Background: an optimization exercise with open tools, aiming at small area, a short achievable clock period and few clock cycles per item. Do not read the settings as production practice. Only simulation tests tie the RTL to the original design; equivalence was not proved. No activity file was given, so power comes from the tool's default toggle rates.

==> flow/design.v <==
module gs_writer (
    input             clk,
    input             rst,
    input             cmd_valid,
    output            cmd_ready,
    input      [3:0]  cmd_op,
    input      [7:0]  cmd_nbits,
    input      [63:0] cmd_value,
    output            out_valid,
    input             out_ready,
    output     [31:0] out_data,
    output     [2:0]  out_bytes,
    output reg        rsp_valid,
    output reg [2:0]  rsp_code,
    output     [15:0] rsp_bits,
    output     [31:0] rsp_crc
);
    localparam [3:0] OP_WOPEN   = 4'h1;
    localparam [3:0] OP_WRITE   = 4'h2;
    localparam [3:0] OP_WRITES  = 4'h3;
    localparam [3:0] OP_PADEMIT = 4'h4;
    localparam [2:0] F_OK       = 3'd0;
    localparam [2:0] F_WIDTH    = 3'd2;
    localparam [2:0] F_ILLEGAL  = 3'd3;
    localparam [2:0] F_STATE    = 3'd4;
    localparam [2:0] F_OVERFLOW = 3'd5;
    localparam [16:0] MAX_BITS = 17'd32768;
    reg         wopen;     
    reg         flush;     
    reg         half;      
    reg  [63:0] ring;      
    reg         rd;        
    reg  [6:0]  cnt;       
    reg  [15:0] total;     
    reg  [31:0] crc;       
    reg         busy;      
    reg  [15:0] hold;      
    reg         hold2;     
    wire full_word = cnt[6] | cnt[5];            
    wire last_word = flush && (cnt <= 7'd32);    
    assign out_valid = !busy && (flush ? (cnt != 7'd0) : full_word);
    assign out_data  = rd ? ring[31:0] : ring[63:32];
    assign out_bytes = (flush && !full_word) ? ({1'b0, cnt[4:3]} + {2'b0, |cnt[2:0]}) : 3'd4;
    assign rsp_bits  = total;
    assign rsp_crc   = ~crc;
    wire take = out_valid && out_ready;
    wire long_cmd = cmd_nbits[7] | cmd_nbits[6] | (cmd_nbits[5] & |cmd_nbits[4:0]);
    wire room     = !cnt[6] && !(cnt[5] && |cnt[4:0]) || (out_ready && !busy);
    wire pre_ready = !flush && room && !(cmd_op == OP_WOPEN && full_word);
    assign cmd_ready = pre_ready && !(long_cmd && !half);
    wire accept = cmd_valid && cmd_ready;
    wire is_open  = (cmd_op == OP_WOPEN);
    wire is_write = (cmd_op == OP_WRITE) || (cmd_op == OP_WRITES);
    wire is_emit  = (cmd_op == OP_PADEMIT);
    wire no_args  = (cmd_nbits == 8'd0) && (cmd_value == 64'd0);
    wire [16:0] new_total = {1'b0, total} + {9'd0, cmd_nbits};
    wire [16:0] space     = MAX_BITS - {1'b0, total};
    wire        overflow  = (space[16:7] == 10'd0) && (cmd_nbits[6:0] > space[6:0]);
    reg [2:0] code;
    always @(*) begin
        if (!(is_write || ((is_open || is_emit) && no_args)))
            code = F_ILLEGAL;
        else if (is_open)
            code = F_OK;
        else if (!wopen)
            code = F_STATE;
        else if (is_emit)
            code = F_OK;
        else if (cmd_nbits == 8'd0 || cmd_nbits > 8'd64)
            code = F_WIDTH;
        else if (overflow)
            code = F_OVERFLOW;
        else
            code = F_OK;
    end
    wire write_ok = is_write && (code == F_OK);
    wire first    = cmd_valid && long_cmd && !half && pre_ready;
    wire [31:0] piece = (long_cmd && !half) ? cmd_value[63:32] : cmd_value[31:0];
    reg  [31:0] pmask;
    integer j;
    always @(*)
        for (j = 0; j < 32; j = j + 1)
            pmask[j] = half || (cmd_nbits[4:0] == 5'd0) || (j < cmd_nbits[4:0]);
    wire [5:0] endpos = total[5:0] + cmd_nbits[5:0];
    wire [5:0] rot    = ~endpos ^ {(long_cmd && !half), 5'd0};   
    reg [63:0] ins;
    integer k;
    always @(*) begin
        ins = {32'd0, piece & pmask};
        ins = {ins[62:0], ins[63]};
        for (k = 0; k < 6; k = k + 1)
            if (rot[k])
                ins = (ins << (1 << k)) | (ins >> (64 - (1 << k)));
    end
    wire        put     = (first || accept) && write_ok;
    wire [5:0]  put_len = (long_cmd && !half) ? {1'b0, cmd_nbits[4:0] == 5'd0, cmd_nbits[4:0]}
                        : (half ? 6'd32 : cmd_nbits[5:0]);
    wire [63:0] clr     = take ? (rd ? 64'h00000000FFFFFFFF : 64'hFFFFFFFF00000000) : 64'd0;
    wire [6:0]  cnt_tk  = take ? (last_word ? 7'd0 : cnt - 7'd32) : cnt;
    wire [6:0]  cnt_put = cnt_tk + {1'b0, put_len};
    function [31:0] crc8;
        input [31:0] c;
        integer b;
        begin
            crc8 = c;
            for (b = 0; b < 8; b = b + 1)
                crc8 = crc8[0] ? ((crc8 >> 1) ^ 32'hEDB88320) : (crc8 >> 1);
        end
    endfunction
    wire        more    = out_bytes[2] || out_bytes[1:0] == 2'd3;   
    wire [15:0] crc_in  = busy ? hold : out_data[31:16];
    wire        crc_two = busy ? hold2 : (out_bytes != 3'd1);
    wire [31:0] crc_x   = crc ^ {16'd0, crc_in[7:0], crc_in[15:8]};
    wire [31:0] crc_1   = crc8(crc_x);
    wire [31:0] crc_2   = crc8(crc_1);
    wire [31:0] crc_word = crc_two ? crc_2 : crc_1;
    always @(posedge clk) begin
        if (rst) begin
            wopen     <= 1'b0;
            flush     <= 1'b0;
            half      <= 1'b0;
            ring      <= 64'd0;
            rd        <= 1'b0;
            cnt       <= 7'd0;
            total     <= 16'd0;
            crc       <= 32'hFFFFFFFF;
            busy      <= 1'b0;
            rsp_valid <= 1'b0;
            rsp_code  <= 3'd0;
        end else begin
            rsp_valid <= 1'b0;
            ring      <= (ring & ~clr) | (put ? ins : 64'd0);
            cnt       <= put ? cnt_put : cnt_tk;
            busy <= 1'b0;
            if (take || busy)
                crc <= crc_word;
            if (take) begin
                rd    <= ~rd;
                busy  <= more;
                hold  <= out_data[15:0];
                hold2 <= out_bytes[2];
            end
            if (first)
                half <= 1'b1;
            if (flush && (cnt == 7'd0 || (take && last_word && !more))) begin
                flush     <= 1'b0;
                wopen     <= 1'b0;
                ring      <= 64'd0;
                rd        <= 1'b0;
                rsp_valid <= 1'b1;
                rsp_code  <= F_OK;
            end
            if (accept) begin
                half      <= 1'b0;
                rsp_valid <= 1'b1;
                rsp_code  <= code;
                if (code != F_OK) begin
                    if (code != F_ILLEGAL)
                        wopen <= 1'b0;
                end else if (is_open) begin
                    wopen <= 1'b1;
                    ring  <= 64'd0;
                    rd    <= 1'b0;
                    cnt   <= 7'd0;
                    total <= 16'd0;
                    crc   <= 32'hFFFFFFFF;
                end else if (is_write) begin
                    total <= new_total[15:0];
                end else if (cnt_tk != 7'd0 || (take && more)) begin
                    rsp_valid <= 1'b0;
                    flush     <= 1'b1;
                end else begin
                    wopen <= 1'b0;
                    ring  <= 64'd0;
                    rd    <= 1'b0;
                end
            end
        end
    end
endmodule
==> flow/run.sh <==
#!/bin/bash
# synth_recipe.tcl (not shown) runs the flow's synth.tcl, then flattens the netlist and writes it again
# the make line also repeats each setting of config.mk as NAME=value (left out here)
make -C /OpenROAD-flow-scripts/flow DESIGN_CONFIG=/design/flow/config.mk WORK_HOME=/design/flow/orfs CLKGATE_MAP_FILE= SYNTH_SCRIPT=/design/flow/synth_recipe.tcl finish
==> flow/config.mk <==
export PLATFORM = sky130hd
export DESIGN_NAME = gs_writer
export DESIGN_NICKNAME = gs_writer
export VERILOG_FILES = /design/flow/design.v
export SDC_FILE = /design/flow/constraint.sdc
export NUM_CORES = 4
export LEC_CHECK = 0
export CAP_MARGIN = 20
export CORE_MARGIN = 2
export CORE_UTILIZATION = 40
export PLACE_DENSITY = 0.6
export SLEW_MARGIN = 20
==> flow/constraint.sdc <==
create_clock -name core_clock -period 6.0 [get_ports {clk}]
set_input_delay 1.2000 -clock core_clock [delete_from_list [all_inputs] [get_ports {clk}]]
set_output_delay 1.2000 -clock core_clock [all_outputs]
set_load 0.01 [all_outputs]
==> parameters.txt <==
Parameter                              Value

Yosys
  Share of flip-flops with an asynchronous set or reset    0%
  Largest family of logic cells by synthesized area    compound AO/OA/AOI/OAI gates
  Post-synthesis xor/xnor area fraction    roughly an eighth
  Synth unique cells    87
  Area fraction in and, or, nand and nor cells after synthesis    16.9%
  Post-Synthesis Cells    1602
  Most used DFF post-synth    sky130_fd_sc_hd__dfxtp_1
  Post-synthesis instance area    approximately 13000 um2
  Arithmetic-cell share of the synthesized area counting full adders, half adders and majority gates    2.90%
  Sequential fraction of the synthesis area    between 20% and 30%
  Post-synthesis compound-gate area fraction    approximately 25%
  Total of flip-flops plus latches after synthesis    around 150
  Mean cell area of the mapped netlist    between 8 and 9 um2
  Number of warnings reported in the yosys synthesis log    1
  Post-Synthesis Net Count    approximately 1700
  Portion of netlist area occupied by mux cells    between 10% and 20%
  Number of enable flip-flop cells after synthesis    17

STA
  Min setup slack post-route    roughly 740 ps
  Count of final hold-check violations    0
  Setup violation total in the final timing report    0
  Minimum period implied by the final worst setup slack    ~5300 ps
  Max Fclk    190 MHz
  Count of final max-slew check failures    0
  Final setup skew    11.3 ps
  RSZ-0062 raised after global routing    false
  Final-layout setup total negative slack    0 ps
  Final worst-path cycle share    87.6%
  Pin slew with the least headroom to its limit    ~1200 ps
  Worst max-slew margin expressed relative to the limit    22.7%

Worst hold path
  Type of the tightest min-delay check    reg2reg

Route
  Number of iterations in the first detailed-routing pass    6
  Number of remaining DRC errors    0
  Routed wire per std cell    roughly 22 um
  Post-DRT Antenna Nets    0
  Detailed-routing wirelength on met1    about 22000 um
  Total wirelength of the detailed-routed design    around 48000 um
  Starting DRC count in detailed routing    about 1400
  Length of routed met2 wiring    between 20000 and 25000 um
  Average via count per standard cell    between 6 and 7
  Highest routed layer    met4
  DR vias    roughly 13000
  Met3 layer wire length in the routed design    around 3500 um

Setup path
  R2R depth    11
  Data arrival time of the worst path    4060 ps
  Worst setup SP type    primary input
  R2R Path Start    rd$_SDFF_PP0_
  Slack of the worst reg-to-reg path    about 1100 ps
  CP endpoint    cmd_ready
  Critical path, cell by cell    clkdlybuf4s50_1 -> or4_1 -> o21ai_1 -> a21oi_4 -> nor2_1 -> clkdlybuf4s50_1
  Critical path peak fanout    30
  Logic depth of the worst path, buffers included    6
  Peak per-stage delay on the critical path    660 ps
  Crit path kind    in2out
  Crit path launch    cmd_nbits[0]
  Critical path's most frequent cell    sky130_fd_sc_hd__clkdlybuf4s50_1
  Worst path required time    4800 ps
  Reg-to-reg endpoint    crc[19]$_SDFF_PP1_
  Endpoint class of the critical path    primary output
  Top cell family by delay on the critical path    buffers and inverters
  Slowest cell on crit path    sky130_fd_sc_hd__or4_1
  Bufs and invs on worst path    2

CTS
  Buffer depth of the longest clock path    2
  Number of cells upsized or downsized after cts    0
  Level count of the clock H-tree    4
  Buffers inserted during post-CTS setup optimization    0
  Number of buffers created by CTS    17
  Number of buffers inserted for hold repair after clock tree synthesis    0
  Clock transition at path regs    approximately 60 ps
  Master cell of the clock root buffer    sky130_fd_sc_hd__clkbuf_16
  Clock net sink count    145
  Clock tree from TritonCTS    done
  Clock latency on the worst-skew pair    around 440 ps

Pwr
  Switching power as a share of total power    about 46%
  Leakage Power    about 6 nW
  Internal power    about 0.0046 W
  Largest voltage drop on the vdd net    0.615 mV
  Sequential group share of total power    13.8%
  Proportion of power drawn by the clock network    about an eighth
  Net switching power of the design    0.00390 W
  Pwr per Cell Area    between 500 and 600 nW/um2
  Fraction of power consumed by combinational cells    between 70% and 80%

Placed design
  Pre-CTS setup slack    between 300 and 400 ps
  Final weighted congestion in routability-driven placement    0.984
  Detail Placement HPWL    approximately 37000 um
  Number of buffer cells added on primary ports    168
  Cell area after placement    ~15000 um2
  # placed instances    2162

Run
  MaxCap Viol Count    0

GRT
  GRT Overall Usage    approximately 29%
  Pin count of the biggest net entering global routing    a little over 40
  First-pass GRT wire length    between 70000 and 80000 um
  Number of antenna violations at the first check in global routing    0
  Grt total ovfl    0
  Number of global-route vias before repair    about 13000

Die
  Number of standard-cell rows in the floorplan    between 60 and 70
  Initial standard-cell utilization of the core    about two fifths
  Die height    184 um
  Die Span X    approximately 180 um
  Area of the placeable core    approximately 32000 um2
  IO Pins    169
  DIE AREA    ~34000 um2

Final layout
  Combined flip-flop and latch cell area    between 3000 and 4000 um2
  Final instance area    about 16000 um2
  Final Util    49.3%
  Area taken by multi-input logic gates    about 9300 um2
  Layout overhead on the synthesized area    22.1%
  Final-stage net count    about 1800
  Layout cell share with drive strength beyond 1    12.0%
  Count of filler cells inserted in the layout    roughly 3200
  Count of placed standard cells in the final layout, fillers left out    2196

Run status
  Status  no timing/DRC/antenna violations
-- how the worst min path moves through the flow --
stage / start / to / slack [ps] / cells past startpoint
4_1_cts: crc[26]$_SDFF_PP1_ / crc[26]$_SDFF_PP1_ / 480 / 2
3_5_place_dp: crc[26]$_SDFF_PP1_ / crc[26]$_SDFF_PP1_ / 460 / 2
6_report: rsp_code[0]$_SDFFE_PP0P_ / rsp_code[0]$_SDFFE_PP0P_ / 470 / 2
2_1_floorplan: crc[17]$_SDFF_PP1_ / crc[17]$_SDFF_PP1_ / 440 / 2
5_1_grt: rsp_code[1]$_SDFFE_PP0P_ / rsp_code[1]$_SDFFE_PP0P_ / 500 / 2
3_3_place_gp: crc[25]$_SDFF_PP1_ / crc[25]$_SDFF_PP1_ / 450 / 2
-- synth_stat cells (9+ instances only) --
cell / count / area (um2)
sky130_fd_sc_hd__a211oi_1: 20 / 150
sky130_fd_sc_hd__a21o_1: 11 / 82.6
sky130_fd_sc_hd__a21oi_1: 120 / 601
sky130_fd_sc_hd__a22o_1: 9 / 78.8
sky130_fd_sc_hd__a22oi_1: 29 / 218
sky130_fd_sc_hd__a31oi_1: 12 / 75.1
sky130_fd_sc_hd__a32oi_1: 14 / 123
sky130_fd_sc_hd__and3_1: 12 / 75.1
sky130_fd_sc_hd__buf_2: 19 / 95.1
sky130_fd_sc_hd__clkbuf_1: 79 / 297
sky130_fd_sc_hd__dfxtp_1: 128 / 2560
sky130_fd_sc_hd__edfxtp_1: 17 / 510
sky130_fd_sc_hd__ha_1: 27 / 338
sky130_fd_sc_hd__inv_1: 63 / 236
sky130_fd_sc_hd__mux2_2: 52 / 586
sky130_fd_sc_hd__mux2i_1: 79 / 791
sky130_fd_sc_hd__mux4_2: 13 / 293
sky130_fd_sc_hd__nand2_1: 125 / 469
sky130_fd_sc_hd__nand2b_1: 9 / 56.3
sky130_fd_sc_hd__nand3_1: 30 / 150
sky130_fd_sc_hd__nand4_1: 15 / 93.8
sky130_fd_sc_hd__nor2_1: 141 / 529
sky130_fd_sc_hd__nor2b_1: 17 / 106
sky130_fd_sc_hd__nor3_1: 45 / 225
sky130_fd_sc_hd__nor4_1: 29 / 181
sky130_fd_sc_hd__o2111ai_1: 12 / 105
sky130_fd_sc_hd__o211ai_1: 21 / 158
sky130_fd_sc_hd__o21a_1: 12 / 90.1
sky130_fd_sc_hd__o21ai_0: 52 / 260
sky130_fd_sc_hd__o21ai_1: 9 / 45.0
sky130_fd_sc_hd__o22ai_1: 37 / 231
sky130_fd_sc_hd__o22ai_2: 10 / 125
sky130_fd_sc_hd__o2bb2ai_1: 17 / 149
sky130_fd_sc_hd__o32ai_1: 10 / 87.6
sky130_fd_sc_hd__xnor2_1: 139 / 1220
sky130_fd_sc_hd__xor2_1: 18 / 158
-- logic make-up after synthesis --
group                    after synthesis
multiplexers                         148
buffers and inverters                176
flip-flops                           145
AO/OA/AOI/OAI                        466
adder cells (fa/ha/maj)               29
XOR/XNOR                             174
AND/OR/NAND/NOR                      464
-- sequential cells by signal (all words and copies together), names as in the netlist --
signal     cells
ring          64
crc           32
hold          16
total         16
cnt            7
rsp_code       3
busy           1
flush          1
half           1
hold2          1
rd             1
rsp_valid      1
wopen          1
-- power by group through the flow --
stage	combinational (W)	clock, W	sequential (W)
after floorplan	0.00487	0	0.00116
after global placement	0.00622	0	0.00120
after detailed placement	0.00622	0	0.00120
after CTS	0.00627	0.00104	0.00118
after global routing	0.00683	0.00108	0.00119
final	0.00632	0.00103	0.00118
-- per-stage QoR --
stage                     hold slack, ps  total power [W]
final                                475          0.00853
after global routing                 498          0.00911
after CTS                            477          0.00849
after detailed placement             462          0.00742
after global placement               451          0.00742
after floorplan                      439          0.00603
-- worst reg2reg max path: cells and delay by family, from the launching register on --
kind	cells	cell delay [ps]
mux	2	950
flops	1	1030
buf+inv	1	340
simple gates	2	280
xor+xnor	6	2230
-- cells in the final DEF, fill, tap and decap left out, drive strengths merged, types with 20 or more instances in the layout --
cell type | netlist | layout
nand2 | 126 | 126
nor2 | 142 | 142
nor4 | 32 | 32
o211ai | 21 | 21
a21oi | 122 | 122
ha | 27 | 27
mux2 | 56 | 56
buf | 31 | 61
xnor2 | 146 | 146
nor3 | 45 | 45
mux2i | 79 | 79
clkdlybuf4s50 | 0 | 168
o22ai | 47 | 47
a22oi | 29 | 29
o21ai | 62 | 62
dfxtp | 128 | 128
nand3 | 30 | 30
a211oi | 20 | 20
clkbuf | 79 | 22
xor2 | 20 | 20
inv | 64 | 67
-- layer usage --
layer | global-route usage (%) | up-vias
li1 | - | 6209
met2 | 45.6 | 641
met1 | 39.8 | 6424
met3 | 4.35 | 82
met4 | 8.51 | 0
met5 | 0 | -
-- layout make-up --
cell class / count / share of cell area, %
Antenna cell: 1 / 0.0157
Clock buffer: 22 / 3.06
Clock inverter: 10 / 0.472
Inverter: 66 / 1.56
Multi-Input combinational cell: 1281 / 58.6
Sequential cell: 145 / 19.3
Tap cell: 442 / 3.48
Timing Repair Buffer: 229 / 13.5
Testbench counts, summed over its fixed seeds: cycles 11,217, commands 9,484.

port drivers added, routing unchanged:
No port has a modelled driver above. Below, the same layout with a new extraction and two added sets of constraints.
Step 1 assumes that a clkbuf_16 drives the clock port and a buf_2 every other input.
Step 2 times the ports against the registers' clock, not the clock port: input delays grow and output delays shrink by t, the midpoint of the rising clock arrivals with the driver on.
Three values: ideal, step 1, step 2; two values: the first two.
t (ns): 0.483
setup slack, ns: 0.741 / 0.715 / 0.452
slew at the worst register clock pin (ns): 0.07 / 0.07
After both steps this run still meets setup and hold. For this run, drivers alone change the setup slack by -0.026 ns; drivers and shift together by -0.289 ns.
